Source: an optimization exercise on an open RTL-to-GDS flow (aim: small area, a short achievable clock period and few clock cycles per item). Production flows keep margins and buffers that such runs may drop. RTL that was checked went through simulation tests only; none was proved equivalent to the original. Power is estimated from default activity; no workload was simulated.

## thermal_quant
module thermal_quant (
    input  wire        clk,
    input  wire        rst,           
    input  wire        in_valid,
    output wire        in_ready,
    input  wire        in_op,         
    input  wire [31:0] in_data,       
    output wire        out_valid,
    input  wire        out_ready,
    output wire [31:0] out_data,      
    output wire        out_nan        
);
==> module thermal_quant, before the edit <==
module thermal_quant (
    input  wire        clk,
    input  wire        rst,           
    input  wire        in_valid,
    output wire        in_ready,
    input  wire        in_op,         
    input  wire [31:0] in_data,       
    output wire        out_valid,
    input  wire        out_ready,
    output wire [31:0] out_data,      
    output wire        out_nan        
);
    reg        skd_free, cmd_valid, rsp_valid;    
    reg [32:0] skd, cmd;              
    reg [28:0] rsp_data;              
    reg        rsp_nan;
    wire [8:0]  enc_word;
    wire        enc_nan;
    wire [30:0] dec_temp;
    thermal_q_enc u_enc (
        .en   (!cmd[32]),
        .temp (cmd[31:0]),
        .word (enc_word),
        .nan  (enc_nan)
    );
    thermal_q_dec u_dec (
        .word (cmd[15:0] & {16{cmd[32]}}),
        .temp (dec_temp)
    );
    wire   skd_valid = !skd_free;
    assign in_ready = skd_free;
    wire   accept   = in_valid && skd_free;
    wire   ld_rsp   = !rsp_valid || out_ready;
    wire   ld_cmd   = !cmd_valid || ld_rsp;
    always @(posedge clk) begin
        if (rst) begin
            skd_free  <= 1'b1;
            cmd_valid <= 1'b0;
            rsp_valid <= 1'b0;
        end else begin
            if (ld_rsp)
                rsp_valid <= cmd_valid;
            if (ld_cmd)
                cmd_valid <= skd_valid || accept;
            skd_free  <= ld_cmd || (skd_free && !accept);
        end
    end
    always @(posedge clk) begin
        if (skd_free)
            skd <= {in_op, in_data};
        if (ld_cmd)
            cmd <= skd_valid ? skd : {in_op, in_data};
        if (ld_rsp) begin
            rsp_data <= {dec_temp[30:29], dec_temp[26:0] | {18'd0, enc_word}};
            rsp_nan  <= enc_nan;
        end
    end
    assign out_valid = rsp_valid;
    assign out_data  = {1'b0, rsp_data[28:27], {2{rsp_data[27]}}, rsp_data[26:0]};
    assign out_nan   = rsp_nan;
endmodule
clock: 45.0 ns
lec_check: 0
abc_area: 1
cap_margin: 20
core_margin: 2
core_utilization: 40
cts_buf_list: sky130_fd_sc_hd__clkbuf_8
slew_margin: 20
standard.sh (not shown) runs the stock make flow with config.mk's settings and CLKGATE_MAP_FILE= SYNTH_SCRIPT=/design/flow/synth_recipe.tcl, a recipe that flattens the netlist after the stock synthesis.
==> flow/flow/run.sh <==
#!/bin/bash
# Layout flow: the standard synthesis, the same synthesis with an area-oriented
# ABC script (used when its registers match the standard synthesis's exactly),
# then the standard layout with plain buf_1 buffers on the ports.
set -euo pipefail
W=$PWD
R=results/sky130hd/thermal_quant/base

# 1. The standard synthesis: the reference for the registers.
bash standard.sh "WORK_HOME=$W/orfs_ref" synth > synth_ref.log 2>&1

# 2. The same synthesis with flow/area.abc as ABC's script.
NET=$W/orfs_ref/$R/1_2_yosys.v
if MY_ABC_SCRIPT=$W/flow/area.abc bash standard.sh "WORK_HOME=$W/orfs_area" \
     "SYNTH_SCRIPT=$W/flow/synth.tcl" synth > synth_area.log 2>&1; then
  regs() { grep -oE '^ *sky130_fd_sc_hd__[a-z0-9_]*df[a-z0-9_]* [^ ]+' "$1" | sed 's/^ *//; s/_[0-9]* / /' | sort; }
  regs "$NET" > regs_ref.txt
  regs "$W/orfs_area/$R/1_2_yosys.v" > regs_area.txt
  if cmp -s regs_ref.txt regs_area.txt && [ -s regs_ref.txt ]; then
    NET=$W/orfs_area/$R/1_2_yosys.v
  fi
fi
echo "netlist: $NET" > netlist_used.txt

# 3. The standard layout of that netlist.
bash standard.sh "SYNTH_NETLIST_FILES=$NET" \
  "BUFFER_PORTS_ARGS=-buffer_cell sky130_fd_sc_hd__buf_1" \
  "SETUP_SLACK_MARGIN=${MARGIN:-34.9}" finish > layout.log 2>&1
==> flow/flow/area.abc <==
strash
&get -n
&deepsyn -I 4 -J 50
&put
strash
&get -n
&dch -f
&nf -p -R 1000
&put
==> flow/flow/synth.tcl <==
# The standard synthesis script (synth_recipe.tcl), with ABC's mapping script
# replaced by flow/area.abc (an area-oriented mapping).
proc synth {args} { yosys synth -nofsm -noshare {*}$args }
proc abc {args} {
  set i [lsearch -exact $args -script]
  if {$i >= 0} { lset args [expr {$i + 1}] $::env(MY_ABC_SCRIPT) }
  yosys abc {*}$args
}
source $::env(SCRIPTS_DIR)/synth.tcl
# left out here: clear keep_hierarchy, flatten, clean up, hide names made inside functions, write 1_2_yosys.v
Edit:
--- a/flow/design.v
+++ b/flow/design.v
@@ -137,13 +137,13 @@
     input  wire        out_ready,
     output wire [31:0] out_data,      
     output wire        out_nan        
 );
     reg        skd_free, cmd_valid, rsp_valid;    
     reg [32:0] skd, cmd;              
-    reg [28:0] rsp_data;              
+    reg [30:0] rsp_data;
     reg        rsp_nan;
     wire [8:0]  enc_word;
     wire        enc_nan;
     wire [30:0] dec_temp;
     thermal_q_enc u_enc (
         .en   (!cmd[32]),
@@ -176,14 +176,14 @@
     always @(posedge clk) begin
         if (skd_free)
             skd <= {in_op, in_data};
         if (ld_cmd)
             cmd <= skd_valid ? skd : {in_op, in_data};
         if (ld_rsp) begin
-            rsp_data <= {dec_temp[30:29], dec_temp[26:0] | {18'd0, enc_word}};
+            rsp_data <= dec_temp | {22'd0, enc_word};
             rsp_nan  <= enc_nan;
         end
     end
     assign out_valid = rsp_valid;
-    assign out_data  = {1'b0, rsp_data[28:27], {2{rsp_data[27]}}, rsp_data[26:0]};
+    assign out_data  = {1'b0, rsp_data};
     assign out_nan   = rsp_nan;
 endmodule
The changed run produced a clean layout.
Wire length is about the same.
Flip-flop and latch count is unchanged.
Register-to-register slack is better by 150 ps.
Non-clock buffer count is higher by 2.
Combinational power barely changes.
Hold slack improves by 3.1 ps.
Cell count rises by 0.38%.
Final area is about the same.
Core utilization barely changes.
Testbench counts after the change, summed over its fixed seeds: cycles 12,304, items 12,288.
Only the layout flow was run in the first run of this note; the RTL was not checked for function there.

==> afterwards: timing with drivers on the ports <==
Ports are ideal in the flow. The routed layouts listed here were re-timed in OpenROAD.
Step 1 sets driving cells, clkbuf_16 on the clock port and buf_2 on the other inputs (assumed; they add their load-dependent delay and slew).
Step 2 adds t to the input delays and takes it off the output delays; t is the mean of the earliest and latest rising clock arrival at the registers after step 1. Input paths then give back, and output paths get back, about the clock's delay inside the block.
Slacks: ideal / step 1 / step 2; pairs: ideal / step 1.
run	t, ns	setup WS [ns]	hold slack, ns
the first run	0.406	35.040 / 35.051 / 34.647	0.461 / 0.461 / 0.461
the second run	0.412	35.051 / 35.037 / 34.652	0.464 / 0.464 / 0.464
After both steps setup and hold are still met in every run listed. For the second run, which loses most, drivers alone change the setup slack by -0.014 ns; drivers and shift together by -0.399 ns.
